This design comes from an exercise in tuning for small area, a short achievable clock period and few clock cycles on the open sky130 flow, not from production work.
Function was checked by simulation only, so behaviour that the tests miss may differ from the original.
Power and IR drop assume default switching activity.

--- flow/design.v ---
module bfi_decoder (
    input  wire         clk,
    input  wire         rst,
    input  wire         req_valid,
    output wire         req_ready,
    input  wire [7:0]   req_cmd,
    input  wire [15:0]  req_len,
    input  wire [39:0]  req_fields,
    input  wire [4:0]   req_p,
    input  wire [127:0] req_widths,
    input  wire [15:0]  req_n,
    input  wire [63:0]  req_ts,
    output wire         mem_req,
    output wire [15:0]  mem_addr,
    input  wire         mem_gnt,
    input  wire [7:0]   mem_rdata,
    output wire         ang_valid,
    input  wire         ang_ready,
    output wire [15:0]  ang_data,
    output reg          resp_valid,
    output wire [3:0]   resp_status,
    output wire [63:0]  resp_data,
    output wire [4:0]   resp_p,
    output wire [15:0]  resp_n,
    output wire [127:0] resp_widths,
    output wire [5:0]   resp_dtn,
    output wire [23:0]  err_required,
    output wire [18:0]  err_available,
    output wire [7:0]   err_given,
    output wire [3:0]   err_allowed
);
    localparam I_IDLE = 0;
    localparam I_HDR  = 1;    
    localparam I_LOOK = 2;    
    localparam I_SCAN = 3;    
    localparam I_MUL  = 4;    
    localparam I_CMP  = 5;    
    localparam I_STRM = 6;    
    localparam I_CLR  = 7;    
    localparam [7:0] S_IDLE = 8'b00000001;
    localparam [7:0] S_HDR  = 8'b00000010;
    localparam [7:0] S_LOOK = 8'b00000100;
    localparam [7:0] S_SCAN = 8'b00001000;
    localparam [7:0] S_MUL  = 8'b00010000;
    localparam [7:0] S_CMP  = 8'b00100000;
    localparam [7:0] S_STRM = 8'b01000000;
    localparam [7:0] S_CLR  = 8'b10000000;
    reg [7:0]  state;
    wire idle   = state[I_IDLE];
    wire s_hdr  = state[I_HDR];
    wire s_look = state[I_LOOK];
    wire s_scan = state[I_SCAN];
    wire s_mul  = state[I_MUL];
    wire s_cmp  = state[I_CMP];
    wire s_strm = state[I_STRM];
    wire s_clr  = state[I_CLR];
    wire s_pre  = s_mul || s_cmp;
    reg        rdy;          
    reg        d_bw, d_hdr, d_res, d_ext, d_frm, d_short;
    reg [1:0]  d_arg;
    reg [1:0]  d_bwop;       
    wire [3:0] c_op  = req_cmd[3:0];
    wire [1:0] c_arg = req_cmd[5:4];
    wire       c_rsv = (req_cmd[7:6] == 2'b00);
    wire       c_low = (c_op == 4'd1) || (c_op == 4'd2) || (c_op == 4'd3);
    wire       c_hi  = (c_arg == 2'b00) && c_rsv;
    wire accept = rdy;
    wire done;
    wire more;
    wire dec_en = idle || (s_strm && !more);
    assign req_ready = rdy;
    always @(posedge clk) begin
        if (dec_en) begin
            d_bw    <= c_rsv && c_low;
            d_hdr   <= c_hi && (c_op == 4'd4);
            d_res   <= c_hi && (c_op == 4'd5);
            d_ext   <= c_hi && (c_op == 4'd6);
            d_frm   <= c_hi && (c_op == 4'd7);
            d_short <= (req_len[15:3] == 13'd0) && (req_len[2:0] < 3'd5);
            d_arg   <= c_arg;
            d_bwop  <= c_op[1:0];
        end
    end
    reg [63:0] data;         
    reg [63:0] wd;           
    reg [4:0]  pp;           
    reg [15:0] nn;           
    reg [5:0]  dtn;
    reg [15:0] lim;          
    reg [23:0] rem;          
    reg [7:0]  given;
    reg [3:0]  status;
    reg [3:0]  fi;           
    reg [31:0] win;          
    reg [5:0]  off;          
    reg        fl;           
    reg        hb4;          
    reg [15:0] ptr;          
    reg        big;          
    reg        av;
    reg [8:0]  ad;
    reg [3:0]  wc;           
    reg        room_r, need_r, pf_r;
    reg        mreq_r;       
    reg        st2;          
    reg        sdn;          
    assign resp_status  = status;
    assign resp_data    = data;
    assign resp_p       = pp;
    assign resp_n       = nn;
    assign resp_dtn     = dtn;
    assign err_required = rem;
    assign err_given    = given;
    genvar gi;
    generate
        for (gi = 0; gi < 16; gi = gi + 1) begin : g_rw
            assign resp_widths[8*gi +: 8] = {4'd0, wd[4*gi +: 4]};
        end
    endgenerate
    assign err_available = {lim, 3'b000};
    assign err_allowed   = {st2, 2'b00, st2};
    assign ang_valid = av;
    assign ang_data  = {7'd0, ad};
    assign mem_addr  = ptr;
    wire [2:0] f_nc  = win[18:16];
    wire [2:0] f_nr  = win[21:19];
    wire [1:0] f_bw  = win[23:22];
    wire       f_grp = win[24];
    wire       f_cb  = win[25];
    wire [1:0] f_ft  = win[27:26];
    reg        lk_ok;
    reg [3:0]  lk_phi, lk_psi;
    reg [4:0]  lk_p;
    reg [11:0] lk_sym;
    reg [15:0] lk_n;
    reg [7:0]  lk_sum;
    reg [47:0] lk_w;
    reg [3:0]  lk_half;
    integer k;
    always @(*) begin
        case ({f_cb, f_ft[0]})
            2'b00:   begin lk_phi = 4'd4; lk_psi = 4'd2; lk_half = 4'd3; end
            2'b01:   begin lk_phi = 4'd7; lk_psi = 4'd5; lk_half = 4'd6; end
            2'b10:   begin lk_phi = 4'd6; lk_psi = 4'd4; lk_half = 4'd5; end
            default: begin lk_phi = 4'd9; lk_psi = 4'd7; lk_half = 4'd8; end
        endcase
        lk_ok  = !f_ft[1];
        lk_p   = 5'd0;
        lk_sym = 12'd0;
        case ({f_nr, f_nc})
            {3'd1, 3'd0},
            {3'd1, 3'd2}: begin lk_p = 5'd2;  lk_sym = 12'b000000000010; end
            {3'd2, 3'd0}: begin lk_p = 5'd4;  lk_sym = 12'b000000001100; end
            {3'd2, 3'd1},
            {3'd2, 3'd2}: begin lk_p = 5'd6;  lk_sym = 12'b000000101100; end
            {3'd3, 3'd0}: begin lk_p = 5'd6;  lk_sym = 12'b000000111000; end
            {3'd3, 3'd1}: begin lk_p = 5'd10; lk_sym = 12'b001100111000; end
            {3'd3, 3'd2},
            {3'd3, 3'd3}: begin lk_p = 5'd12; lk_sym = 12'b101100111000; end
            default:      lk_ok = 1'b0;
        endcase
        case ({f_grp, f_bw})
            3'b000: lk_n = 16'd64;
            3'b001: lk_n = 16'd122;
            3'b010: lk_n = 16'd250;
            3'b011: lk_n = 16'd500;
            3'b100: lk_n = 16'd50;
            3'b101: lk_n = 16'd32;
            3'b110: lk_n = 16'd64;
            default: lk_n = 16'd160;
        endcase
        lk_sum = lk_p * lk_half;
        lk_w = 48'd0;
        for (k = 0; k < 12; k = k + 1)
            if (k < lk_p)
                lk_w[4*k +: 4] = lk_sym[k] ? lk_psi : lk_phi;
    end
    wire [3:0]  wm     = wd[4*fi +: 4];                  
    wire [3:0]  hi     = fi[0] ? data[7:4] : data[3:0];
    wire        sv     = (fi != 4'd0) || sdn;
    wire        bad_g  = (given[7:4] != 4'd0) || (given[3:0] == 4'd0) || (given[3:0] > 4'd9);
    wire        s_rd   = (pp != 5'd0) && !sdn;
    wire        s_fin  = (pp == 5'd0) || (sdn && !bad_g);
    wire        last_f = ({1'b0, fi} + 5'd1 == pp) || (fi == 4'd15);
    wire [3:0]  nxt    = last_f ? 4'd0 : fi + 4'd1;
    wire        cap    = fl && !hb4 && (s_pre || s_strm);
    wire [6:0]  off_w  = {1'b0, off} + {3'd0, wc};
    wire        fits   = (off_w <= 7'd32);
    assign      more   = (rem != 24'd0);
    wire        take   = !av || ang_ready;
    wire        can    = s_strm && more && fits;
    wire        produce = can && take;
    assign      done   = s_strm && !more && take;
    wire [31:0] shv    = win >> off[4:0];
    wire [8:0]  mask   = (9'd1 << wc) - 9'd1;
    wire [8:0]  fval   = shv[8:0] & mask;
    wire [5:0]  off_c  = cap ? off - 6'd8 : off;
    wire [5:0]  off_cw = cap ? off + {2'd0, wc} - 6'd8 : off + {2'd0, wc};
    wire        mreq   = mreq_r;
    wire        g      = mreq && mem_gnt;
    wire        c16    = off_c[5] || off_c[4];               
    wire        c8     = c16 || off_c[3];                    
    wire        w16    = off_cw[5] || off_cw[4];
    wire        w8     = w16 || off_cw[3];
    wire        room_g1 = can ? w16 : c16;
    wire        room_g0 = can ? w8 : c8;
    wire        room_n = g ? (take ? room_g1 : c16)
                           : (take ? room_g0 : c8);
    wire        rem_hi = (rem[23:6] != 18'd0);
    wire [6:0]  rs     = {1'b0, rem[5:0]} + {1'b0, off_c};   
    wire        need_n = rem_hi || (g ? (rs > 7'd40) : (rs > 7'd32));
    wire        pf_n   = g ? (off_c > 6'd24) : (off_c > 6'd16);
    wire [15:0] lim_m7 = (lim >= 16'd7) ? lim - 16'd7 : 16'd0;
    wire [23:0] ad_y   = s_mul  ? {(rem[0] ? nn : 16'd0), 8'd0} :
                         s_strm ? {20'hfffff, ~wc} :
                         s_cmp  ? ~{5'd0, lim, 3'b000} :
                                  {20'd0, given[3:0]};
    wire [24:0] ad_s   = {1'b0, rem} + {1'b0, ad_y} + {24'd0, s_strm};
    wire        t_big  = ad_s[24];
    wire        b4q    = d_frm && (ptr[3:0] == 4'd4);    
    wire [15:0] ptr_g  = (d_frm && ptr[15:3] == 13'd0 && ptr[2:0] == 3'd1) ? 16'd3 :
                         (d_frm && ptr[15:3] == 13'd0 && ptr[2:0] == 3'd4) ? 16'd7 :
                         ptr + 16'd1;
    wire        hq_0   = d_hdr ? (ptr[2:0]   != 3'd5) : (ptr[2:0]   != 3'd4);
    wire        hq_1   = d_hdr ? (ptr_g[2:0] != 3'd5) : (ptr_g[2:0] != 3'd4);
    wire        hdr_end  = d_hdr ? (fl && ptr[2:0] == 3'd5) : (ptr[2:0] == 3'd4);
    wire        plen_lt2 = (lim_m7[15:1] == 15'd0);
    wire        to_mul_f = s_hdr && !d_hdr && (ptr[2:0] == 3'd4) && lk_ok && !plen_lt2;
    wire        to_mul_x = s_scan && !(sv && bad_g) && s_fin && (lim[15:1] != 15'd0);
    wire        pre_keep = (b4q && !g) || (room_n && (big || pf_n));
    wire        strm_rq  = room_n && need_n;
    wire        mreq_n = (accept && (d_hdr || d_frm) && !d_short) ||
                         (s_hdr && !hdr_end && (g ? hq_1 : hq_0)) ||
                         to_mul_f || to_mul_x ||
                         (s_mul && pre_keep) ||
                         (s_cmp && (b4q ? pre_keep : (!t_big && strm_rq))) ||
                         (s_strm && strm_rq);
    assign mem_req = mreq_r;
    reg [63:0] himap;
    reg [63:0] lomap;
    integer m;
    always @(*) begin
        for (m = 0; m < 16; m = m + 1) begin
            himap[4*m +: 4] = req_widths[8*m+4 +: 4];
            lomap[4*m +: 4] = req_widths[8*m +: 4];
        end
    end
    wire [63:0] bwc = ((d_bwop == 2'd1) ? {62'd0, d_arg} : 64'd0) |
                      ((d_bwop == 2'd2) ? (64'd20 << d_arg) : 64'd0) |
                      ((d_bwop == 2'd3) ? (64'd20000000 << d_arg) : 64'd0);
    always @(posedge clk) begin
        rdy    <= req_valid && ((idle && !rdy) || done);
        mreq_r <= mreq_n;
        fl     <= g;
        hb4    <= s_pre && b4q && g;
        room_r <= room_n;
        need_r <= need_n;
        pf_r   <= pf_n;
        if (g)
            ptr <= ptr_g;
        if (cap)
            win <= {mem_rdata, win[31:8]};
        if (av && ang_ready)
            av <= 1'b0;
        if (hb4)
            dtn[5:2] <= mem_rdata[3:0];
        if (accept || (s_hdr && d_frm && ptr[2:0] == 3'd4))
            off <= 6'd32;
        else
            off <= produce ? off_cw : off_c;
        case (1'b1)
        idle: begin
            if (accept) begin
                resp_valid <= 1'b0;
                st2    <= 1'b0;
                data   <= (d_frm && !d_short) ? req_ts :
                          d_ext ? himap :
                          d_bw ? bwc : 64'd0;
                wd     <= d_ext ? lomap : 64'd0;
                pp     <= d_ext ? req_p : 5'd0;
                nn     <= d_ext ? req_n : 16'd0;
                dtn    <= 6'd0;
                lim    <= (d_hdr || d_frm || d_ext) ? req_len : 16'd0;
                rem    <= ((d_hdr || d_frm) && d_short) ? 24'd40 : 24'd0;
                given  <= 8'd0;
                sdn    <= 1'b0;
                fi     <= 4'd0;
                ptr    <= 16'd0;
                if (d_res)
                    win[31:16] <= req_fields[15:0];
                if (d_bw) begin
                    status     <= 4'd0;
                    resp_valid <= 1'b1;
                end else if (d_hdr || d_frm) begin
                    if (d_short) begin
                        status     <= 4'd1;
                        resp_valid <= 1'b1;
                    end else begin
                        status <= 4'd0;
                        state  <= S_HDR;
                    end
                end else if (d_res) begin
                    status <= 4'd0;
                    state  <= S_LOOK;
                end else if (d_ext) begin
                    status <= 4'd0;
                    state  <= S_SCAN;
                end else begin
                    status     <= 4'd15;
                    resp_valid <= 1'b1;
                end
            end
        end
        s_hdr: begin
            if (fl) begin
                if (d_hdr)
                    data[39:0] <= {mem_rdata, data[39:8]};
                else if (ptr[2:0] == 3'd1 || ptr[2:0] == 3'd3)
                    win <= {mem_rdata, win[31:8]};
                else if (ptr[2:0] == 3'd4)
                    dtn[1:0] <= mem_rdata[7:6];
            end
            if (d_hdr) begin
                if (fl && ptr[2:0] == 3'd5) begin
                    lim        <= 16'd0;
                    resp_valid <= 1'b1;
                    state      <= S_IDLE;
                end
            end else if (ptr[2:0] == 3'd4) begin
                fi  <= 4'd0;
                big <= (lim_m7[15:2] != 14'd0);
                pp  <= lk_p;
                nn  <= lk_n;
                wd  <= {16'd0, lk_w};
                rem <= plen_lt2 ? 24'd16 : {16'd0, lk_sum};
                lim <= lim_m7;
                if (!lk_ok) begin
                    status <= 4'd4;
                    state  <= S_CLR;
                end else if (plen_lt2) begin
                    status <= 4'd1;
                    state  <= S_CLR;
                end else begin
                    state  <= S_MUL;
                end
            end
        end
        s_look: begin
            if (lk_ok) begin
                pp <= lk_p;
                nn <= lk_n;
                wd <= {16'd0, lk_w};
            end else begin
                status <= 4'd4;
            end
            resp_valid <= 1'b1;
            state      <= S_IDLE;
        end
        s_scan: begin
            big <= (lim[15:2] != 14'd0);
            if (sv && bad_g) begin
                status <= 4'd2;
                st2    <= 1'b1;
                state  <= S_CLR;
            end else begin
                if (sv)
                    rem <= ad_s[23:0];
                if (s_rd) begin
                    given <= {hi, wm};
                    fi    <= fi + 4'd1;
                    sdn   <= last_f;
                    if (fi[0])
                        data <= {8'd0, data[63:8]};
                end
                if (s_fin) begin
                    given <= 8'd0;
                    if (lim[15:1] == 15'd0) begin
                        status <= 4'd1;
                        rem    <= 24'd16;
                        state  <= S_CLR;
                    end else begin
                        data  <= 64'd0;
                        fi    <= 4'd0;
                        state <= S_MUL;
                    end
                end
            end
        end
        s_mul: begin
            rem <= {ad_s[24:8], rem[7:1]};
            fi  <= fi + 4'd1;
            if (fi[2:0] == 3'd7) begin
                fi    <= 4'd0;
                state <= S_CMP;
            end
        end
        s_cmp: begin
            if (b4q) begin
            end else begin
                wc <= wm;
                fi <= nxt;
                if (t_big) begin
                    status <= 4'd1;
                    state  <= S_CLR;
                end else begin
                    state  <= S_STRM;
                end
            end
        end
        s_clr: begin
            pp   <= 5'd0;
            nn   <= 16'd0;
            wd   <= 64'd0;
            data <= 64'd0;
            dtn  <= 6'd0;
            if (!status[0]) begin        
                rem <= 24'd0;
                lim <= 16'd0;
            end
            resp_valid <= 1'b1;
            state      <= S_IDLE;
        end
        s_strm: begin
            lim <= 16'd0;
            if (produce) begin
                ad  <= fval;
                av  <= 1'b1;
                rem <= ad_s[23:0];
                wc  <= wm;
                fi  <= nxt;
            end
            if (!more)
                wd <= 64'd0;
            if (done) begin
                resp_valid <= 1'b1;
                state      <= S_IDLE;
            end
        end
        default: ;
        endcase
        if (rst) begin
            state      <= S_IDLE;
            resp_valid <= 1'b0;
            av         <= 1'b0;
            fl         <= 1'b0;
            hb4        <= 1'b0;
            rdy        <= 1'b0;
            mreq_r     <= 1'b0;
        end
    end
endmodule
--- flow/flow/run.sh ---
#!/bin/bash
# Standard ORFS layout, with two changes to how it is made:
#  - the I/O ports are buffered with buf_1 (then resized by repair) instead of
#    the default delay-buffer cell;
#  - timing repair keeps working until the setup slack reaches the margin, past
#    the 15 ns clock.
set -euo pipefail
bash standard.sh "BUFFER_PORTS_ARGS=-buffer_cell sky130_fd_sc_hd__buf_1" \
    SETUP_SLACK_MARGIN=${MARGIN:-11} finish > standard.log 2>&1
--- flow/standard.sh ---
#!/bin/bash
# synth_recipe.tcl (not shown) runs the flow's synth.tcl, then flattens the netlist and writes it again
# the make line also repeats each setting of config.mk as NAME=value (left out here)
make -C /OpenROAD-flow-scripts/flow DESIGN_CONFIG=/design/flow/config.mk WORK_HOME=/design/flow/orfs CLKGATE_MAP_FILE= SYNTH_SCRIPT=/design/flow/synth_recipe.tcl "${@:-finish}"
--- flow/config.mk ---
export PLATFORM = sky130hd
export DESIGN_NAME = bfi_decoder
export DESIGN_NICKNAME = bfi_decoder
export VERILOG_FILES = /design/flow/design.v
export SDC_FILE = /design/flow/constraint.sdc
export NUM_CORES = 4
export LEC_CHECK = 0
export CAP_MARGIN = 20
export CORE_MARGIN = 2
export CORE_UTILIZATION = 40
export SLEW_MARGIN = 20
--- flow/constraint.sdc ---
create_clock -name core_clock -period 15.0 [get_ports {clk}]
set_input_delay 3.0000 -clock core_clock [delete_from_list [all_inputs] [get_ports {clk}]]
set_output_delay 3.0000 -clock core_clock [all_outputs]
set_load 0.01 [all_outputs]
==> results of run 1 <==
==> power by group through the flow <==
stage | registers (mW) | logic [mW] | clock network [mW]
2_1_floorplan | 1.05 | 0.267 | 0
3_3_place_gp | 1.09 | 0.396 | 0
3_5_place_dp | 1.09 | 0.401 | 0
4_1_cts | 1.06 | 0.478 | 0.891
5_1_grt | 1.06 | 0.544 | 0.924
6_report | 1.06 | 0.508 | 0.879
==> cell families after synthesis <==
group | synth area share, %
AOI/OAI and AO/OA | 19.1
xor gates and xnor gates | 2.84
adders and majority gates | 4.57
buffers and inverters | 7.09
DFF | 40.9
muxes | 8.82
other | 0.0182
and+or+nand+nor | 16.7
==> per-layer routing <==
layer | part of all wire (%) | track usage (%) | vias to the layer above
met1 | 40 | 38.7 | 10200
met3 | 8.4 | 6.46 | 183
met2 | 48 | 52.6 | 1094
li1 | - | - | 9360
met4 | 3.9 | 11.2 | 6
met5 | 0.045 | 0 | -
==> placed cells by master (no fill, tap or decap), types with 22 or more instances in the layout <==
cell / count
buf_1: 287
buf_4: 263
edfxtp_1: 233
nand2_1: 224
nor2_1: 186
o21ai_0: 168
a21oi_1: 166
clkbuf_2: 103
and3_1: 85
buf_6: 83
conb_1: 76
inv_1: 73
mux2i_1: 66
ha_1: 63
dfxtp_1: 43
clkbuf_16: 39
nand3_1: 38
xnor2_1: 38
mux4_2: 36
mux2_2: 30
buf_2: 29
nor3_1: 28
xor2_1: 26
a21o_1: 26
or3_1: 25
a221oi_1: 22
a22oi_1: 22
==> Yosys cell counts (6+ instances only) <==
library cell  count
clkbuf_1        105
buf_4            78
nand2_1         226
xor2_1           26
or2_2            15
a21oi_1         172
o31a_1            7
o21ai_0         169
a222oi_1         21
nor2b_1          19
a221oi_1         22
o211a_1           6
edfxtp_1        233
nand4_1           9
buf_2            17
a211oi_1         15
nand3_1          42
nor3_1           30
a31oi_1          11
mux2i_1          67
mux2_2           30
o21a_1           15
buf_1            12
or3_1            26
and3_1           85
dfxtp_1          72
a22o_1           18
a21o_1           26
nor2_1          192
and2_1           11
a221o_1          15
o31ai_1          11
fa_1              6
ha_1             65
a22oi_1          22
inv_1            74
o211ai_1         10
nand2b_1         10
o22ai_1           6
xnor2_1          39
nor4_1           17
mux4_2           36
==> sequential cells by signal, indices dropped and copies added, names as in the netlist, 5 cells and up <==
register / cells
rem: 24
ptr: 16
nn: 16
win: 32
dtn: 6
data: 64
ad: 9
given: 8
wd: 64
pp: 5
lim: 16
off: 6
state: 8
==> final timing paths <==
path                                              from                to  slack (ps)  cells past startpoint
worst min-delay path                    dtn[4]$_DFF_P_    dtn[4]$_DFF_P_         500                      2
worst min register to register          dtn[4]$_DFF_P_    dtn[4]$_DFF_P_         500                      2
worst max register to register  given[1]$_SDFFCE_PP0P_  rem[5]$_DFFE_PP_       11150                     10
worst max-delay path                     st2$_DFFE_PP_    err_allowed[0]       10730                      1
==> through the flow <==
| step | instance area [um^2] | setup WS, ps | hold WS, ps | util [%] | cells |
|---|---|---|---|---|---|
| 3_5_place_dp | 22900 | 9610 | 484 | 44.7 | 3260 |
| 2_1_floorplan | 21000 | 10370 | 453 | - | 2264 |
| 3_3_place_gp | 22900 | 9650 | 476 | 44.7 | 3260 |
| 5_1_grt | 26900 | 10720 | 521 | 52.5 | 3572 |
| 6_report | 26900 | 10730 | 502 | 52.5 | 3572 |
| 4_1_cts | 26100 | 10700 | 506 | 51.0 | 3503 |
==> layout make-up <==
| type | count | area, um^2 | area share [%] |
|---|---|---|---|
| repair buffers | 771 | 4760 | 17.7 |
| well taps | 680 | 851 | 3.17 |
| multi-input cells | 1665 | 11300 | 42.0 |
| clock buffers | 45 | 998 | 3.71 |
| flip-flops and latches | 305 | 8500 | 31.6 |
| diodes | 4 | 10.0 | 0.0372 |
| inverters | 79 | 309 | 1.15 |
| clock inverters | 23 | 148 | 0.549 |
==> what timing repair did <==
action                     CTS  global route
buffers inserted           173            64
setup endpoints to repair  290           307
pin swaps                   11             8
cloned                       2             1
resized for setup          276           143
==> flow_summary_export.csv, run 1 <==
group,metric,value,unit
cells_and_area,drive_gt1_share,24.9,%
detailed_routing,drtIter0Drc,2059,
logic_synthesis,ys_seq_elements,305,
outcome,status,"complete, no violations",
cells_and_area,final_nets,3221,
power_and_ir_drop,switching_share,31.3,%
logic_synthesis,ys.flop_type,"edfxtp_1",
placed_design,portBuffers,503,
sta,fin_crit_sh,28.5,%
clock_tree,h-tree-depth,2,
power_and_ir_drop,ir_worst_vdd,0.0668,mV
sta,drv_slew,0,
worst_setup_path,startpoint_type,"flip-flop",
clock_tree,cts_made_buffers,38,
logic_synthesis,yosys.area.top_type,"edfxtp_1",
worst_setup_path,path_max_fanout,2,
sta,setup-violations-final,0,
sta,finalClockSkew,17.1,ps
clock_tree,cts.clk_slew.worst_paths,60,ps
logic_synthesis,avgSynthCellArea,9.43,um^2
cells_and_area,fillCellCount,4863,
logic_synthesis,yosysSeqAreaShare,40.9,%
grt,grt_usage,30.9,%
worst_setup_path,max_stage_delay,530,ps
clock_tree,cts_buffer_depth,3,
logic_synthesis,synth_edf_count,233,
worst_setup_path,endpoint_kind,"output pin",
floorplan,io_pins,604,
floorplan,rows,83,
floorplan,start_util,40.3,%
power_and_ir_drop,intPower,1.68,mW
clock_tree,cts_hold_buf,0,
worst_setup_path,crit_family,"flip-flops",
floorplan,die_h,231,um
worst_setup_path,crit_buf_inv,1,
power_and_ir_drop,p_seq_share,43.3,%
grt,antenna_found_initial,7,
logic_synthesis,synthTopCellsByArea,"edfxtp_1 34%, dfxtp_1 7.0%, a21oi_1 4.2%",
logic_synthesis,ys_types,91,
detailed_routing,drt-total-wl,86200,um
placed_design,place_congestion,0.996,
cells_and_area,areaGrowthSynthToFinish,30.3,%
floorplan,dieArea,0.0534,mm^2
detailed_routing,vias,20800,
sta,hold_violations,0,
worst_setup_path,slowest_stage,"edfxtp_1",
worst_setup_path,crit_type,"reg2out",
power_and_ir_drop,switching_power,0.765,mW
sta,relSlewSlack,25.4,%
power_and_ir_drop,powerDensity,91.0,mW/mm^2
power_and_ir_drop,totalPowerFinal,2.45,mW
run,drv_cap,0,
worst_setup_path,arrival,1270,ps
sta,fin_tns_setup,0,ps
detailed_routing,first_pass_iters,13,
grt,first_global_vias,19700,
sta,period_needed,4270,ps
power_and_ir_drop,clkPwrFrac,35.9,%
logic_synthesis,ys_async_sr_fraction,0,%
hold_path,hold_path.class,"reg2reg",
clock_tree,cts_tree,"built",
clock_tree,clk_latency,560,ps
worst_setup_path,cp.required,12000,ps
grt,grt_start_max_net_pins,84,
worst_setup_path,path_cells,"buf_1",
clock_tree,clkSinkCount,305,
grt,grt_first_pass_wirelength,124000,um
sta,worst_pin_slew,1110,ps
detailed_routing,vias_per_cell,5.82,
logic_synthesis,ys.warnings.count,1,
grt,grt_overflow,0,
detailed_routing,drc_errors,0,
power_and_ir_drop,p_comb_share,20.7,%
floorplan,coreArea,0.0512,mm^2
power_and_ir_drop,p_leak,11.3,nW
logic_synthesis,synthCells,2189,
detailed_routing,drtAntennaViolNets,0,
clock_tree,cts_root_buf,"clkbuf_16",
placed_design,hpwl,63300,um
floorplan,die_x,231,um
logic_synthesis,synth_top_area_share,33.9,%
logic_synthesis,syn_area,0.0206,mm^2
sta,rsz0062_at_grt,"true",
sta,max_freq,234,MHz
detailed_routing,wl_per_cell,24.1,um
Testbench counts, summed over its fixed seeds: cycles 66,096.
==> run 2, diff against run 1 <==
--- a/flow/config.mk
+++ b/flow/config.mk
@@ -8,4 +8,6 @@
 export CAP_MARGIN = 20
 export CORE_MARGIN = 2
 export CORE_UTILIZATION = 40
+export CTS_CLUSTER_DIAMETER = 80
+export CTS_CLUSTER_SIZE = 20
 export SLEW_MARGIN = 20
==> flow_summary_export.csv, run 2 <==
group,metric,value,unit
outcome,status,"complete, no violations",
sta,worst_pin_slew,1130,ps
power_and_ir_drop,powerDensity,89.1,mW/mm^2
floorplan,die_h,231,um
sta,fin_crit_sh,28.8,%
sta,period_needed,4320,ps
clock_tree,clkSinkCount,305,
sta,relSlewSlack,24.2,%
logic_synthesis,ys.flop_type,"edfxtp_1",
placed_design,hpwl,63300,um
grt,antenna_found_initial,7,
worst_setup_path,max_stage_delay,540,ps
clock_tree,cts.clk_slew.worst_paths,80,ps
logic_synthesis,synthTopCellsByArea,"edfxtp_1 34%, dfxtp_1 7.0%, a21oi_1 4.2%",
run,drv_cap,0,
logic_synthesis,yosys.area.top_type,"edfxtp_1",
detailed_routing,drt-total-wl,86100,um
power_and_ir_drop,ir_worst_vdd,0.0868,mV
floorplan,coreArea,0.0512,mm^2
logic_synthesis,ys_seq_elements,305,
clock_tree,cts_made_buffers,27,
sta,finalClockSkew,35.2,ps
clock_tree,cts_hold_buf,0,
worst_setup_path,endpoint_kind,"output pin",
floorplan,io_pins,604,
detailed_routing,drc_errors,0,
worst_setup_path,path_max_fanout,2,
logic_synthesis,avgSynthCellArea,9.43,um^2
sta,rsz0062_at_grt,"true",
logic_synthesis,syn_area,0.0206,mm^2
worst_setup_path,path_cells,"buf_1",
cells_and_area,drive_gt1_share,24.6,%
worst_setup_path,crit_type,"reg2out",
detailed_routing,vias_per_cell,5.82,
logic_synthesis,ys_types,91,
placed_design,place_congestion,0.996,
cells_and_area,layout_common_cells,"288 x buf_1, 257 x buf_4, 233 x edfxtp_1",
hold_path,hold_path.class,"reg2reg",
logic_synthesis,synth.most_common_cell,"edfxtp_1",
logic_synthesis,synth_top_area_share,33.9,%
floorplan,rows,83,
grt,grt_overflow,0,
worst_setup_path,startpoint_type,"flip-flop",
detailed_routing,vias,20700,
detailed_routing,drtIter0Drc,2068,
grt,grt_start_max_net_pins,84,
detailed_routing,first_pass_iters,9,
cells_and_area,areaGrowthSynthToFinish,29.1,%
logic_synthesis,yosysSeqAreaShare,40.9,%
detailed_routing,wl_per_cell,24.3,um
sta,setup-violations-final,0,
logic_synthesis,ys_async_sr_fraction,0,%
clock_tree,h-tree-depth,1,
detailed_routing,drtAntennaViolNets,0,
sta,max_freq,231,MHz
floorplan,die_x,231,um
clock_tree,cts_tree,"built",
logic_synthesis,synth_edf_count,233,
logic_synthesis,synth_commonest_cells,"233 x edfxtp_1, 226 x nand2_1, 192 x nor2_1, 172 x a21oi_1, 169 x o21ai_0",
clock_tree,cts_buffer_depth,3,
sta,hold_ws,507,ps
floorplan,dieArea,0.0534,mm^2
grt,grt_usage,30.7,%
worst_setup_path,slowest_stage,"edfxtp_1",
placed_design,portBuffers,503,
cells_and_area,final_common_cell,"buf_1",
clock_tree,cts_root_buf,"clkbuf_16",
clock_tree,clk_latency,620,ps
sta,fin_tns_setup,0,ps
cells_and_area,final_nets,3204,
worst_setup_path,crit_buf_inv,1,
worst_setup_path,crit_family,"flip-flops",
floorplan,start_util,40.3,%
grt,grt_first_pass_wirelength,124000,um
cells_and_area,largestRegisters,"data x64, wd x64, win x32",
sta,drv_slew,0,
power_and_ir_drop,p_leak,11.2,nW
worst_setup_path,arrival,1320,ps
logic_synthesis,ys.warnings.count,1,
sta,hold_violations,0,
grt,first_global_vias,19700,
logic_synthesis,synthCells,2189,
worst_setup_path,cp.required,12000,ps
==> run 2: cell counts after synthesis <==
Identical to the previous run, type by type.
==> run 2: cell families (layout without fill, tap and decap cells) <==
family | count (synthesis) | in the layout | share of synthesized area [%]
multiplexers | 133 | 133 | 8.82
XOR/XNOR | 66 | 66 | 2.84
adder cells (fa/ha/maj) | 72 | 72 | 4.57
other | 1 | 81 | 0.0182
buffers and inverters | 296 | 893 | 7.09
AO/OA/AOI/OAI | 602 | 603 | 19.1
AND/OR/NAND/NOR | 714 | 715 | 16.7
flip-flops | 305 | 305 | 40.9
==> run 2: path summary, 6_finish.rpt <==
kind,startpoint,end,slack (ps),cells past startpoint
hold / removal,dtn[4]$_DFF_P_,dtn[4]$_DFF_P_,510,2
setup / recovery,st2$_DFFE_PP_,err_allowed[3],10680,1
hold reg to reg,dtn[4]$_DFF_P_,dtn[4]$_DFF_P_,510,2
setup reg to reg,given[2]$_SDFFCE_PP0P_,rem[5]$_DFFE_PP_,11090,10
==> run 2: cell type report <==
type,count,area (um^2)
Fill cell,4919,24600
Timing Repair Buffer,765,4670
Multi-Input combinational cell,1665,11300
Clock buffer,31,733
Sequential cell,305,8510
Tap cell,680,851
Antenna cell,5,12.5
Inverter,79,309
Clock inverter,18,268
==> run 2: what timing repair did <==
action,in CTS,in global routing
gates resized for setup,264,147
hold endpoints to repair,0,0
setup buffers,176,56
pin swaps,8,7
setup endpoints to repair,288,307
gates cloned,1,1
==> run 2: worst min-delay path, stage by stage, from the launching register on <==
cell	delay, ps
dfxtp_2	340
mux2i_1	60
nor2_1	80
==> run 2: power by group <==
| group | switching, mW | internal [mW] | total [mW] |
|---|---|---|---|
| logic | 0.293 | 0.212 | 0.505 |
| registers | 0.0864 | 0.972 | 1.06 |
| clock network | 0.399 | 0.412 | 0.811 |
| total | 0.779 | 1.60 | 2.37 |
==> run 2: layer usage <==
| layer | vias up | GRT usage [%] | wire length, um |
|---|---|---|---|
| met3 | 160 | 5.31 | 7500 |
| met1 | 10100 | 39.5 | 33800 |
| met4 | 4 | 9.56 | 3130 |
| met5 | - | 0 | 25 |
| li1 | 9347 | - | - |
| met2 | 1088 | 52.7 | 41600 |
==> run 2: per-stage QoR <==
step,utilization (%),instance area (um^2),instances,setup WS (ps),power [mW]
3_5_place_dp,44.7,22900,3260,9610,1.49
6_report,52.0,26600,3548,10680,2.37
4_1_cts,50.6,25900,3486,10670,2.35
5_1_grt,52.0,26600,3548,10670,2.46
3_3_place_gp,44.7,22900,3260,9650,1.48
2_1_floorplan,-,21000,2264,10370,1.31
==> run 3, diff against run 2 <==
--- a/flow/flow/run.sh
+++ b/flow/flow/run.sh
@@ -6,4 +6,4 @@
 #    the 15 ns clock.
 set -euo pipefail
 bash standard.sh "BUFFER_PORTS_ARGS=-buffer_cell sky130_fd_sc_hd__buf_1" \
-    SETUP_SLACK_MARGIN=${MARGIN:-11} finish > standard.log 2>&1
+    SETUP_SLACK_MARGIN=${MARGIN:-10.5} finish > standard.log 2>&1
==> flow_summary_export.csv, run 3 <==
group,metric,value,unit
power_and_ir_drop,ir_worst_vdd,0.0800,mV
worst_setup_path,crit_buf_inv,1,
clock_tree,cts.clk_slew.worst_paths,80,ps
sta,setup-violations-final,0,
logic_synthesis,synthCells,2189,
worst_setup_path,regToRegStartpoint,"wc[0]$_DFFE_PP_",
detailed_routing,first_pass_iters,9,
run,drv_cap,0,
logic_synthesis,ys_types,91,
clock_tree,cts_root_buf,"clkbuf_16",
worst_setup_path,crit_type,"reg2out",
worst_setup_path,path_cells,"buf_1",
sta,fin_tns_setup,0,ps
floorplan,rows,83,
logic_synthesis,ys.flop_type,"edfxtp_1",
clock_tree,h-tree-depth,1,
clock_tree,cts_hold_buf,0,
detailed_routing,drc_errors,0,
floorplan,die_h,231,um
detailed_routing,vias,19500,
worst_setup_path,slowest_stage,"edfxtp_1",
cells_and_area,layout_common_cells,"503 x buf_1, 233 x edfxtp_1, 225 x nand2_1",
detailed_routing,vias_per_cell,5.86,
worst_setup_path,arrival,1420,ps
placed_design,hpwl,62600,um
worst_setup_path,path_max_fanout,7,
worst_setup_path,reg2reg_slack,10820,ps
floorplan,dieArea,0.0534,mm^2
logic_synthesis,synthTopCellsByArea,"edfxtp_1 34%, dfxtp_1 7.0%, a21oi_1 4.2%",
detailed_routing,wl_per_cell,24.5,um
worst_setup_path,cp.required,12000,ps
hold_path,hold_path.class,"reg2reg",
grt,antenna_found_initial,1,
clock_tree,clkSinkCount,305,
floorplan,die_x,231,um
floorplan,start_util,40.3,%
grt,first_global_vias,18700,
worst_setup_path,max_stage_delay,620,ps
sta,worst_pin_slew,1150,ps
sta,hold_ws,504,ps
grt,grt_first_pass_wirelength,120000,um
power_and_ir_drop,p_leak,9.19,nW
clock_tree,cts_buffer_depth,3,
detailed_routing,drtAntennaViolNets,0,
sta,finalClockSkew,20.0,ps
sta,fin_crit_sh,29.5,%
grt,grt_usage,29.4,%
logic_synthesis,synth_commonest_cells,"233 x edfxtp_1, 226 x nand2_1, 192 x nor2_1, 172 x a21oi_1, 169 x o21ai_0",
sta,relSlewSlack,22.6,%
logic_synthesis,yosys.area.top_type,"edfxtp_1",
grt,grt_overflow,0,
placed_design,place_congestion,0.989,
clock_tree,cts_made_buffers,28,
cells_and_area,final_nets,2983,
logic_synthesis,yosysSeqAreaShare,40.9,%
cells_and_area,final_common_cell,"buf_1",
clock_tree,cts_tree,"built",
floorplan,coreArea,0.0512,mm^2
cells_and_area,areaGrowthSynthToFinish,16.0,%
logic_synthesis,ys.warnings.count,1,
logic_synthesis,avgSynthCellArea,9.43,um^2
outcome,status,"complete, no violations",
power_and_ir_drop,totalPowerFinal,2.29,mW
hold_path,hold_path_startpoint,"dtn[2]$_DFF_P_",
clock_tree,clk_latency,600,ps
worst_setup_path,startpoint_type,"flip-flop",
cells_and_area,drive_gt1_share,8.06,%
logic_synthesis,synth_edf_count,233,
sta,period_needed,4420,ps
logic_synthesis,ys_async_sr_fraction,0,%
placed_design,portBuffers,503,
logic_synthesis,ys_seq_elements,305,
logic_synthesis,syn_area,0.0206,mm^2
worst_setup_path,endpoint_kind,"output pin",
grt,grt_start_max_net_pins,97,
logic_synthesis,synth_top_area_share,33.9,%
floorplan,io_pins,604,
sta,rsz0062_at_grt,"false",
worst_setup_path,crit_start,"lim[4]$_DFFE_PP_",
detailed_routing,drt-total-wl,81600,um
power_and_ir_drop,powerDensity,95.8,mW/mm^2
sta,hold_violations,0,
worst_setup_path,crit_family,"flip-flops",
detailed_routing,drtIter0Drc,1862,
logic_synthesis,synth.most_common_cell,"edfxtp_1",
cells_and_area,largestRegisters,"data x64, wd x64, win x32",
sta,max_freq,226,MHz
sta,drv_slew,0,
-- run 3: changes by cell type in the layout (fill, tap and decap cells not counted), sizes merged --
cell      delta
bufinv       -1
inv          -2
diode        -4
buf        -113
clkinvlp     -1
clkbuf     -108
a21oi        -1
clkinv       +5
-- run 3: repair_timing --
action | CTS | global route
cloned | 1 | 0
endpoints found under the hold margin | 0 | 0
buffers inserted | 6 | 3
pin swaps | 3 | 0
resized for setup | 1 | 1
endpoints found under the setup margin | 26 | 4
-- run 3: cell type report --
cell class | count | area [um^2]
Fill cell | 5058 | 27300
Multi-Input combinational cell | 1664 | 11100
Sequential cell | 305 | 8440
Timing Repair Buffer | 544 | 2220
Tap cell | 680 | 851
Clock buffer | 31 | 743
Inverter | 79 | 309
Clock inverter | 19 | 263
Antenna cell | 1 | 2.50
-- run 3: through the flow --
step / std cells / worst slack [ps] / utilization, % / instance area (um^2)
finish: 3323 / 10580 / 46.7 / 23900
global route: 3322 / 10540 / 46.7 / 23900
CTS: 3319 / 10530 / 46.7 / 23900
detailed placement: 3262 / 9610 / 44.6 / 22800
global placement: 3262 / 9660 / 44.6 / 22800
floorplan: 2264 / 10370 / - / 20900
-- run 3: path summary, 6_finish.rpt --
check                             end  cells past startpoint
setup reg to reg  status[1]$_DFFE_PP_                     12
hold / removal         dtn[2]$_DFF_P_                      2
hold reg to reg        dtn[2]$_DFF_P_                      2
setup / recovery     err_available[7]                      1
-- run 3: cells by family after synthesis --
group           Yosys count  synth area share (%)
compound gates          602                  19.1
xor+xnor                 66                  2.84
fa+ha+maj                72                  4.57
mux                     133                  8.82
buf+inv                 296                  7.09
simple gates            714                  16.7
flops                   305                  40.9
other cells               1                0.0182
-- run 3: routing by layer --
layer | part of all wire [%] | vias to the layer above | global-route usage (%) | routed length (um)
met3 | 8.4 | 140 | 5.29 | 6880
li1 | - | 8855 | - | -
met5 | 0 | - | 0 | 0
met1 | 41 | 9538 | 38.7 | 33100
met4 | 3.2 | 0 | 8.71 | 2610
met2 | 48 | 925 | 49.4 | 39000
-- run 3: where the power goes --
| group | internal (mW) | switching, mW |
|---|---|---|
| clock | 0.402 | 0.405 |
| sequential | 0.973 | 0.101 |
| combinational | 0.151 | 0.260 |
| total | 1.53 | 0.766 |
==> run 4, diff against run 3 <==
--- a/flow/flow/run.sh
+++ b/flow/flow/run.sh
@@ -6,4 +6,4 @@
 #    the 15 ns clock.
 set -euo pipefail
 bash standard.sh "BUFFER_PORTS_ARGS=-buffer_cell sky130_fd_sc_hd__buf_1" \
-    SETUP_SLACK_MARGIN=${MARGIN:-10.5} finish > standard.log 2>&1
+    SETUP_SLACK_MARGIN=${MARGIN:-10.85} finish > standard.log 2>&1
==> flow_summary_export.csv, run 4 <==
group,metric,value,unit
clock_tree,h-tree-depth,1,
worst_setup_path,slowest_stage,"edfxtp_1",
cells_and_area,final_nets,3178,
detailed_routing,vias_per_cell,5.83,
run,drv_cap,0,
logic_synthesis,syn_area,0.0206,mm^2
sta,rsz0062_at_grt,"true",
power_and_ir_drop,switching_share,32.4,%
detailed_routing,drtIter0Drc,1985,
logic_synthesis,ys_types,91,
cells_and_area,multi_input_area,0.0112,mm^2
grt,antenna_found_initial,6,
worst_setup_path,crit_family,"flip-flops",
logic_synthesis,avgSynthCellArea,9.43,um^2
sta,hold_violations,0,
clock_tree,cts_made_buffers,26,
power_and_ir_drop,p_leak,10.9,nW
cells_and_area,regArea,0.00849,mm^2
grt,grt_first_pass_wirelength,123000,um
power_and_ir_drop,p_seq_share,45.2,%
power_and_ir_drop,clkPwrFrac,33.4,%
detailed_routing,drtAntennaViolNets,0,
sta,max_freq,232,MHz
floorplan,coreArea,0.0512,mm^2
floorplan,rows,83,
worst_setup_path,crit_buf_inv,1,
power_and_ir_drop,intPower,1.58,mW
detailed_routing,first_pass_iters,9,
worst_setup_path,crit_type,"reg2out",
worst_setup_path,reg2reg_slack,11030,ps
worst_setup_path,max_stage_delay,530,ps
worst_setup_path,crit_start,"data[31]$_DFFE_PP_",
placed_design,place_congestion,0.959,
detailed_routing,drt-total-wl,84400,um
worst_setup_path,startpoint_type,"flip-flop",
logic_synthesis,synth_commonest_cells,"233 x edfxtp_1, 226 x nand2_1, 192 x nor2_1, 172 x a21oi_1, 169 x o21ai_0",
clock_tree,cts_hold_buf,0,
floorplan,dieArea,0.0534,mm^2
logic_synthesis,synthTopCellsByArea,"edfxtp_1 34%, dfxtp_1 7.0%, a21oi_1 4.2%",
floorplan,die_h,231,um
hold_path,hold_path.class,"reg2reg",
worst_setup_path,cp.depth,1,
placed_design,hpwl,62400,um
clock_tree,clk_latency,590,ps
worst_setup_path,cp.required,12000,ps
cells_and_area,areaGrowthSynthToFinish,26.8,%
sta,setup-violations-final,0,
clock_tree,cts_root_buf,"clkbuf_16",
hold_path,hold_path_startpoint,"dtn[3]$_DFF_P_",
cells_and_area,final_cell_area,0.0262,mm^2
logic_synthesis,yosys.area.top_type,"edfxtp_1",
cells_and_area,final_common_cell,"buf_1",
logic_synthesis,synth.most_common_cell,"edfxtp_1",
detailed_routing,drc_errors,0,
power_and_ir_drop,p_comb_share,21.4,%
detailed_routing,vias,20500,
clock_tree,cts.clk_slew.worst_paths,90,ps
placed_design,post_dp_cell_area,0.0229,mm^2
cells_and_area,layout_common_cells,"311 x buf_1, 240 x buf_4, 233 x edfxtp_1",
sta,fin_crit_sh,28.7,%
cells_and_area,drive_gt1_share,22.4,%
clock_tree,cts_buffer_depth,3,
floorplan,io_pins,604,
placed_design,portBuffers,503,
grt,grt_overflow,0,
power_and_ir_drop,switching_power,0.760,mW
logic_synthesis,ys.flop_type,"edfxtp_1",
power_and_ir_drop,ir_worst_vdd,0.0853,mV
grt,grt_usage,30.2,%
worst_setup_path,endpoint_kind,"output pin",
sta,finalClockSkew,40.0,ps
power_and_ir_drop,powerDensity,89.6,mW/mm^2
grt,grt_start_max_net_pins,103,
clock_tree,cts_tree,"built",
outcome,status,"complete, no violations",
worst_setup_path,regToRegStartpoint,"win[25]$_DFF_P_",
worst_setup_path,arrival,1310,ps
hold_path,min_delay_path_depth,2,
logic_synthesis,ys.warnings.count,1,
detailed_routing,wl_per_cell,24.0,um
worst_setup_path,reg2reg_depth,11,
sta,worst_pin_slew,1110,ps
sta,relSlewSlack,25.4,%
logic_synthesis,synth_edf_count,233,
sta,period_needed,4310,ps
logic_synthesis,ys_async_sr_fraction,0,%
grt,first_global_vias,19400,
worst_setup_path,path_max_fanout,2,
sta,fin_tns_setup,0,ps
cells_and_area,fillCellCount,4886,
logic_synthesis,synth_top_area_share,33.9,%
worst_setup_path,path_cells,"clkbuf_2",
clock_tree,clkSinkCount,305,
logic_synthesis,yosysSeqAreaShare,40.9,%
floorplan,start_util,40.3,%
logic_synthesis,ys_seq_elements,305,
sta,drv_slew,0,
logic_synthesis,synthCells,2189,
cells_and_area,largestRegisters,"data x64, wd x64, win x32",
floorplan,die_x,231,um
## run 4: cell counts after synthesis
Identical to the previous run, type by type.
## run 4: final cells by class
class	instances	area share (%)
clock inverter	17	1.01
tap	680	3.25
timing repair buffer	740	16.4
multi-input combinational	1665	42.9
inverter	79	1.18
clock buffer	29	2.69
antenna	4	0.0383
sequential	305	32.5
## run 4: worst paths after layout
path	endpoint
max	resp_data[31]
min	dtn[3]$_DFF_P_
max reg2reg	rem[7]$_SDFFCE_PP0P_
min reg2reg	dtn[3]$_DFF_P_
## run 4: cells by family (layout without fill, tap and decap cells)
| family | after synthesis | count (layout) | synth area share, % |
|---|---|---|---|
| flops | 305 | 305 | 40.9 |
| simple gates | 714 | 715 | 16.7 |
| xor+xnor | 66 | 66 | 2.84 |
| buf+inv | 296 | 865 | 7.09 |
| compound gates | 602 | 603 | 19.1 |
| fa+ha+maj | 72 | 72 | 4.57 |
| mux | 133 | 133 | 8.82 |
| other cells | 1 | 80 | 0.0182 |
## run 4: what timing repair did
| action | in CTS | in global routing |
|---|---|---|
| pin swaps | 4 | 5 |
| resized for setup | 196 | 142 |
| hold endpoints to repair | 0 | 0 |
| endpoints found under the setup margin | 247 | 273 |
| setup buffers | 149 | 55 |
| cloned | 1 | 1 |
## run 4: stage by stage
| step | worst slack, ps | power [mW] | utilization, % | cells | hold slack [ps] |
|---|---|---|---|---|---|
| finish | 10690 | 2.34 | 51.1 | 3519 | 506 |
| global route | 10680 | 2.43 | 51.1 | 3517 | 532 |
| CTS | 10670 | 2.32 | 49.7 | 3458 | 498 |
| detailed placement | 9630 | 1.49 | 44.7 | 3262 | 487 |
| global placement | 9660 | 1.48 | 44.7 | 3262 | 475 |
| floorplan | 10370 | 1.31 | - | 2264 | 453 |
## run 4: power by group through the flow
stage / combinational, mW / clock, mW / sequential, mW
floorplan: 0.267 / 0 / 1.05
CTS: 0.471 / 0.792 / 1.06
finish: 0.500 / 0.783 / 1.06
global route: 0.539 / 0.822 / 1.06
detailed placement: 0.400 / 0 / 1.09
global placement: 0.395 / 0 / 1.09
## run 4: routing by layer
layer | up-vias | wire length [um] | share of wire, % | global-route usage, %
met4 | 4 | 3000 | 3.6 | 9.52
met5 | - | 29 | 0.034 | 0
met1 | 10000 | 33100 | 39 | 38.6
met2 | 1071 | 40400 | 48 | 51.0
met3 | 153 | 7780 | 9.2 | 6.61
li1 | 9249 | - | - | -
==> run 5, diff against run 4 <==
--- a/flow/flow/run.sh
+++ b/flow/flow/run.sh
@@ -6,4 +6,4 @@
 #    the 15 ns clock.
 set -euo pipefail
 bash standard.sh "BUFFER_PORTS_ARGS=-buffer_cell sky130_fd_sc_hd__buf_1" \
-    SETUP_SLACK_MARGIN=${MARGIN:-10.85} finish > standard.log 2>&1
+    SETUP_SLACK_MARGIN=${MARGIN:-10.7} finish > standard.log 2>&1
==> flow_summary_export.csv, run 5 <==
group,metric,value,unit
clock_tree,h-tree-depth,1,
logic_synthesis,ys.flop_type,"edfxtp_1",
logic_synthesis,synth_commonest_cells,"233 x edfxtp_1, 226 x nand2_1, 192 x nor2_1, 172 x a21oi_1, 169 x o21ai_0",
logic_synthesis,synthSimpleGateAreaFrac,16.7,%
logic_synthesis,avgSynthCellArea,9.43,um^2
power_and_ir_drop,ir_worst_vdd,0.0650,mV
grt,grt_overflow,0,
cells_and_area,largestRegisters,"data x64, wd x64, win x32",
clock_tree,cts_tree,"built",
detailed_routing,vias,19600,
clock_tree,clk_latency,580,ps
logic_synthesis,ys_seq_elements,305,
sta,fin_tns_setup,0,ps
grt,grt_first_pass_wirelength,119000,um
grt,antenna_found_initial,3,
floorplan,start_util,40.3,%
logic_synthesis,synth.most_common_cell,"edfxtp_1",
power_and_ir_drop,p_seq_share,46.9,%
worst_setup_path,crit_type,"reg2out",
floorplan,coreArea,0.0512,mm^2
worst_setup_path,crit_family,"flip-flops",
cells_and_area,areaGrowthSynthToFinish,17.2,%
sta,hold_violations,0,
power_and_ir_drop,totalPowerFinal,2.28,mW
power_and_ir_drop,clkPwrFrac,34.3,%
worst_setup_path,arrival,1280,ps
cells_and_area,layout_common_cells,"488 x buf_1, 233 x edfxtp_1, 224 x nand2_1",
floorplan,io_pins,604,
sta,worst_pin_slew,1070,ps
placed_design,hpwl,61900,um
worst_setup_path,endpoint_kind,"output pin",
run,drv_cap,0,
sta,finalClockSkew,21.1,ps
cells_and_area,drive_gt1_share,9.86,%
logic_synthesis,synth.area.mux_share,8.82,%
logic_synthesis,synthCells,2189,
clock_tree,cts.clk_slew.worst_paths,80,ps
detailed_routing,vias_per_cell,5.85,
logic_synthesis,ys.warnings.count,1,
sta,setup-violations-final,0,
sta,period_needed,4280,ps
detailed_routing,drtAntennaViolNets,0,
clock_tree,cts_made_buffers,27,
detailed_routing,drc_errors,0,
floorplan,die_x,231,um
logic_synthesis,ys_types,91,
sta,rsz0062_at_grt,"false",
logic_synthesis,synth_top_family_by_area,"compound AO/OA/AOI/OAI gates",
sta,max_freq,234,MHz
clock_tree,clkSinkCount,305,
sta,setup_ws,10720,ps
power_and_ir_drop,switching_power,0.754,mW
placed_design,post_dp_cell_area,0.0229,mm^2
logic_synthesis,synth_edf_count,233,
placed_design,portBuffers,503,
sta,relSlewSlack,28.1,%
grt,grt_usage,29.3,%
floorplan,die_h,231,um
worst_setup_path,slowest_stage,"edfxtp_1",
logic_synthesis,ys_async_sr_fraction,0,%
power_and_ir_drop,p_comb_share,18.8,%
worst_setup_path,path_cells,"buf_1",
logic_synthesis,synthTopCellsByArea,"edfxtp_1 34%, dfxtp_1 7.0%, a21oi_1 4.2%",
placed_design,place_congestion,0.934,
logic_synthesis,yosysSeqAreaShare,40.9,%
cells_and_area,final_nets,3008,
logic_synthesis,syn_area,0.0206,mm^2
logic_synthesis,synth_fa_ha_area_share,4.57,%
worst_setup_path,startpoint_type,"flip-flop",
worst_setup_path,cp.required,12000,ps
worst_setup_path,max_stage_delay,510,ps
power_and_ir_drop,intPower,1.52,mW
logic_synthesis,synth_xor_area_share,2.84,%
cells_and_area,post-route-util,47.2,%
detailed_routing,wl_per_cell,24.1,um
worst_setup_path,crit_buf_inv,1,
hold_path,hold_path.class,"reg2reg",
worst_setup_path,path_max_fanout,3,
detailed_routing,drt-total-wl,80800,um
logic_synthesis,yosys.area.top_type,"edfxtp_1",
logic_synthesis,synth_top_area_share,33.9,%
logic_synthesis,synth_compound_area_share,19.1,%
cells_and_area,final_common_cell,"buf_1",
cells_and_area,final_cell_area,0.0242,mm^2
clock_tree,cts_root_buf,"clkbuf_16",
power_and_ir_drop,p_leak,9.39,nW
clock_tree,cts_buffer_depth,3,
placed_design,pre_cts_ws,9640,ps
sta,drv_slew,0,
power_and_ir_drop,powerDensity,94.2,mW/mm^2
sta,fin_crit_sh,28.5,%
outcome,status,"complete, no violations",
grt,first_global_vias,18500,
power_and_ir_drop,switching_share,33.1,%
grt,grt_start_max_net_pins,68,
floorplan,dieArea,0.0534,mm^2
detailed_routing,drtIter0Drc,1977,
detailed_routing,first_pass_iters,6,
floorplan,rows,83,
[run 5: cell count changes in the layout (fill, tap and decap cells not counted), moves of 5 or more]
cell      before  now
buf_2         29   10
buf_1        311  488
dfxtp_2       11    6
dfxtp_1       50   65
buf_4        240   65
clkbuf_2     101    5
buf_6         57    0
dfxtp_4       11    1
[run 5: path summary, 6_finish.rpt]
kind,startpoint,endpoint,slack (ps),depth (start not counted)
min,win[0]$_DFF_P_,win[0]$_DFF_P_,490,1
min reg2reg,win[0]$_DFF_P_,win[0]$_DFF_P_,490,1
max,data[36]$_DFFE_PP_,resp_data[36],10720,1
max reg2reg,wc[0]$_DFFE_PP_,status[0]$_DFFE_PP_,10930,12
[run 5: metrics by stage]
stage          std cells  hold WS [ps]
6_report            3348           493
5_1_grt             3347           513
3_5_place_dp        3262           478
4_1_cts             3341           496
2_1_floorplan       2264           453
3_3_place_gp        3262           464
[run 5: final cells by class]
type	count	area [um^2]
multi-input cells	1664	11200
inverters	79	309
fillers	5089	27000
flip-flops and latches	305	8450
clock buffers	28	689
clock inverters	20	275
well taps	680	851
repair buffers	570	2430
diodes	2	5.00
[run 5: per-layer routing]
| metal | vias up | track usage, % | share of wire, % | wire length [um] |
|---|---|---|---|---|
| met1 | 9646 | 38.5 | 41 | 32900 |
| li1 | 8894 | - | - | - |
| met5 | - | 0 | 0 | 0 |
| met3 | 118 | 4.32 | 7.4 | 6020 |
| met4 | 0 | 8.81 | 3.1 | 2490 |
| met2 | 916 | 49.9 | 49 | 39400 |
[run 5: kinds of logic after synthesis]
group,count (synthesis)
AO/OA/AOI/OAI,602
adder cells (fa/ha/maj),72
buffers and inverters,296
multiplexers,133
AND/OR/NAND/NOR,714
flip-flops,305
XOR/XNOR,66
other,1
[run 5: power by group through the flow]
stage	Sequential, mW	Clock [mW]	Combinational (mW)
after global routing	1.08	0.819	0.465
after CTS	1.07	0.792	0.422
after floorplan	1.05	0	0.267
final	1.07	0.781	0.428
after global placement	1.09	0	0.396
after detailed placement	1.09	0	0.401
[run 5: what timing repair did]
| action | 4_1_cts | 5_1_grt |
|---|---|---|
| cloned | 1 | 0 |
| pin swaps | 3 | 0 |
| endpoints found under the setup margin | 67 | 9 |
| hold buffers | 0 | 0 |
| gates resized for setup | 16 | 9 |
| setup buffers | 30 | 5 |
==> run 6, diff against run 5 <==
--- a/flow/config.mk
+++ b/flow/config.mk
@@ -8,6 +8,4 @@
 export CAP_MARGIN = 20
 export CORE_MARGIN = 2
 export CORE_UTILIZATION = 40
-export CTS_CLUSTER_DIAMETER = 80
-export CTS_CLUSTER_SIZE = 20
 export SLEW_MARGIN = 20
==> flow_summary_export.csv, run 6 <==
group,metric,value,unit
floorplan,io_pins,604,
cells_and_area,fillCellCount,5069,
cells_and_area,areaGrowthSynthToFinish,18.0,%
power_and_ir_drop,p_seq_share,44.0,%
worst_setup_path,arrival,1280,ps
sta,period_needed,4280,ps
worst_setup_path,slowest_stage,"edfxtp_1",
floorplan,die_x,231,um
grt,grt_first_pass_wirelength,119000,um
power_and_ir_drop,powerDensity,99.8,mW/mm^2
detailed_routing,first_pass_iters,6,
hold_path,min_to,"win[0]$_DFF_P_",
run,drv_cap,0,
logic_synthesis,synth_edf_count,233,
logic_synthesis,synth_commonest_cells,"233 x edfxtp_1, 226 x nand2_1, 192 x nor2_1, 172 x a21oi_1, 169 x o21ai_0",
logic_synthesis,synth_fa_ha_area_share,4.57,%
logic_synthesis,synthCells,2189,
logic_synthesis,synth_top_family_by_area,"compound AO/OA/AOI/OAI gates",
sta,worst_pin_slew,1180,ps
hold_path,min_delay_path_depth,1,
cells_and_area,layout_common_cells,"495 x buf_1, 233 x edfxtp_1, 224 x nand2_1",
clock_tree,cts_made_buffers,39,
worst_setup_path,crit_type,"reg2out",
floorplan,dieArea,0.0534,mm^2
logic_synthesis,ys.flop_type,"edfxtp_1",
grt,grt_start_max_net_pins,68,
cells_and_area,final_nets,3009,
floorplan,die_h,231,um
worst_setup_path,crit_buf_inv,1,
sta,relSlewSlack,21.0,%
cells_and_area,final_common_cell,"buf_1",
logic_synthesis,yosysSeqAreaShare,40.9,%
grt,first_global_vias,18600,
detailed_routing,drc_errors,0,
sta,fin_tns_setup,0,ps
clock_tree,cts.clk_slew.worst_paths,60,ps
grt,antenna_found_initial,3,
worst_setup_path,regToRegStartpoint,"wc[0]$_DFFE_PP_",
cells_and_area,multi_input_area,0.0112,mm^2
power_and_ir_drop,p_leak,9.44,nW
clock_tree,cts_tree,"built",
grt,grt_usage,29.5,%
detailed_routing,drtAntennaViolNets,0,
grt,grt_overflow,0,
outcome,status,"complete, no violations",
worst_setup_path,reg2reg_slack,10930,ps
cells_and_area,drive_gt1_share,9.45,%
sta,hold_violations,0,
clock_tree,cts_hold_buf,0,
placed_design,place_congestion,0.934,
clock_tree,cts_root_buf,"clkbuf_16",
clock_tree,clk_latency,570,ps
sta,fin_crit_sh,28.6,%
clock_tree,clkSinkCount,305,
sta,setup_ws,10720,ps
placed_design,portBuffers,503,
placed_design,hpwl,61900,um
worst_setup_path,reg2reg_depth,12,
worst_setup_path,path_cells,"buf_1",
detailed_routing,drt-total-wl,81200,um
detailed_routing,drtIter0Drc,1900,
logic_synthesis,ys_seq_elements,305,
power_and_ir_drop,switching_power,0.763,mW
sta,rsz0062_at_grt,"true",
logic_synthesis,syn_area,0.0206,mm^2
logic_synthesis,avgSynthCellArea,9.43,um^2
power_and_ir_drop,totalPowerFinal,2.43,mW
placed_design,pre_cts_ws,9640,ps
worst_setup_path,startpoint_type,"flip-flop",
worst_setup_path,max_stage_delay,480,ps
logic_synthesis,synthTopCellsByArea,"edfxtp_1 34%, dfxtp_1 7.0%, a21oi_1 4.2%",
hold_path,hold_path.class,"reg2reg",
logic_synthesis,yosys.area.top_type,"edfxtp_1",
sta,drv_slew,0,
power_and_ir_drop,p_comb_share,17.4,%
worst_setup_path,path_max_fanout,5,
worst_setup_path,endpoint_kind,"output pin",
detailed_routing,wl_per_cell,24.2,um
logic_synthesis,synth.most_common_cell,"edfxtp_1",
detailed_routing,vias_per_cell,5.87,
logic_synthesis,ys.warnings.count,1,
cells_and_area,regArea,0.00845,mm^2
cells_and_area,final_cells,3358,
logic_synthesis,synth_top_area_share,33.9,%
clock_tree,cts_buffer_depth,3,
cells_and_area,largestRegisters,"data x64, wd x64, win x32",
placed_design,placed_cells,3262,
logic_synthesis,synth.area.mux_share,8.82,%
floorplan,start_util,40.3,%
worst_setup_path,reg2reg_to,"status[0]$_DFFE_PP_",
sta,max_freq,233,MHz
power_and_ir_drop,ir_worst_vdd,0.0633,mV
logic_synthesis,synth_compound_area_share,19.1,%
logic_synthesis,synth_xor_area_share,2.84,%
floorplan,rows,83,
logic_synthesis,ys_types,91,
worst_setup_path,crit_family,"flip-flops",
worst_setup_path,cp.required,12000,ps
sta,finalClockSkew,22.5,ps
logic_synthesis,ys_async_sr_fraction,0,%
power_and_ir_drop,clkPwrFrac,38.5,%
power_and_ir_drop,switching_share,31.4,%
sta,setup-violations-final,0,
detailed_routing,vias,19700,
power_and_ir_drop,intPower,1.67,mW
clock_tree,h-tree-depth,2,
logic_synthesis,synthSimpleGateAreaFrac,16.7,%
hold_path,hold_path_startpoint,"win[0]$_DFF_P_",
floorplan,coreArea,0.0512,mm^2
[run 6: cell families (layout without fill, tap and decap cells)]
| family | count (synthesis) | after routing |
|---|---|---|
| buffers and inverters | 296 | 707 |
| multiplexers | 133 | 133 |
| flip-flops | 305 | 305 |
| adder cells (fa/ha/maj) | 72 | 72 |
| AO/OA/AOI/OAI | 602 | 602 |
| other | 1 | 78 |
| XOR/XNOR | 66 | 66 |
| AND/OR/NAND/NOR | 714 | 715 |
[run 6: layout make-up]
| class | instances | area share, % |
|---|---|---|
| tap | 680 | 3.49 |
| multi-input combinational | 1664 | 45.8 |
| timing repair buffer | 559 | 9.67 |
| clock buffer | 51 | 4.37 |
| clock inverter | 18 | 0.668 |
| inverter | 79 | 1.27 |
| sequential | 305 | 34.7 |
| antenna | 2 | 0.0205 |
[run 6: power by group through the flow]
stage	logic, mW	registers, mW	clock network, mW
CTS	0.419	1.07	0.950
finish	0.424	1.07	0.936
floorplan	0.267	1.05	0
global placement	0.396	1.09	0
global route	0.461	1.08	0.979
detailed placement	0.401	1.09	0
[run 6: timing repair]
| action | 4_1_cts | 5_1_grt |
|---|---|---|
| setup buffers | 22 | 2 |
| setup endpoints to repair | 53 | 15 |
| gates resized for setup | 10 | 7 |
| pin swaps | 3 | 0 |
| cloned | 1 | 0 |
[run 6: metrics by stage]
step | area [um^2] | utilization [%] | hold WS (ps)
detailed placement | 22900 | 44.6 | 478
CTS | 24300 | 47.5 | 491
global placement | 22900 | 44.6 | 464
global route | 24400 | 47.6 | 507
finish | 24400 | 47.6 | 485
floorplan | 21000 | - | 453
[run 6: worst max-delay path by stage]
stage,cells after the start,slack (ps),end,start
final,1,10720,err_available[12],lim[9]$_DFFE_PP_
after global routing,7,10690,mreq_r$_SDFF_PP0_,mem_gnt
after CTS,1,10700,err_required[7],rem[7]$_SDFFCE_PP0P_
after detailed placement,7,9640,rem[16]$_SDFFCE_PN0P_,ang_ready
after global placement,7,9630,rem[19]$_SDFFCE_PN0P_,ang_ready
after floorplan,6,10370,rem[0]$_SDFFCE_PP0P_,ang_ready
[run 6: per-layer routing]
metal | vias up | GRT usage (%) | part of all wire [%]
met1 | 9720 | 38.3 | 40
met5 | - | 0 | 0
li1 | 8904 | - | -
met4 | 0 | 11.1 | 3.7
met2 | 955 | 49.4 | 48
met3 | 139 | 4.80 | 7.5

static timing again, ports no longer ideal:
In the flow no input, the clock included, has a driving cell. The finished layouts below were timed again as built, in two steps.
Step 1: set_driving_cell puts a clkbuf_16 on clk and a buf_2 on each other input, an assumption about the parent block.
Step 2 moves the port delays by t, midway between the first and last clock arrival at a register: inputs arrive t later, outputs are due t later. That takes back most of the time a late clock gives input paths.
Slacks: no drivers / after step 1 / after step 2; pairs: no drivers / after step 1.
run	shift t [ns]	slack for setup (ns)	slew at the worst register clock pin (ns)
run 1	0.616	10.729 / 10.669 / 10.270	0.06 / 0.06
run 2	0.657	10.679 / 10.620 / 10.333	0.10 / 0.10
run 3	0.647	10.581 / 10.521 / 10.016	0.09 / 0.09
run 4	0.639	10.694 / 10.629 / 10.278	0.09 / 0.09
run 5	0.633	10.723 / 10.658 / 10.168	0.09 / 0.09
run 6	0.621	10.716 / 10.655 / 10.169	0.06 / 0.06
After both steps setup and hold are still met in every run listed. The setup slack of run 3, which loses most, moves by -0.060 ns with the drivers and by -0.565 ns with both steps.
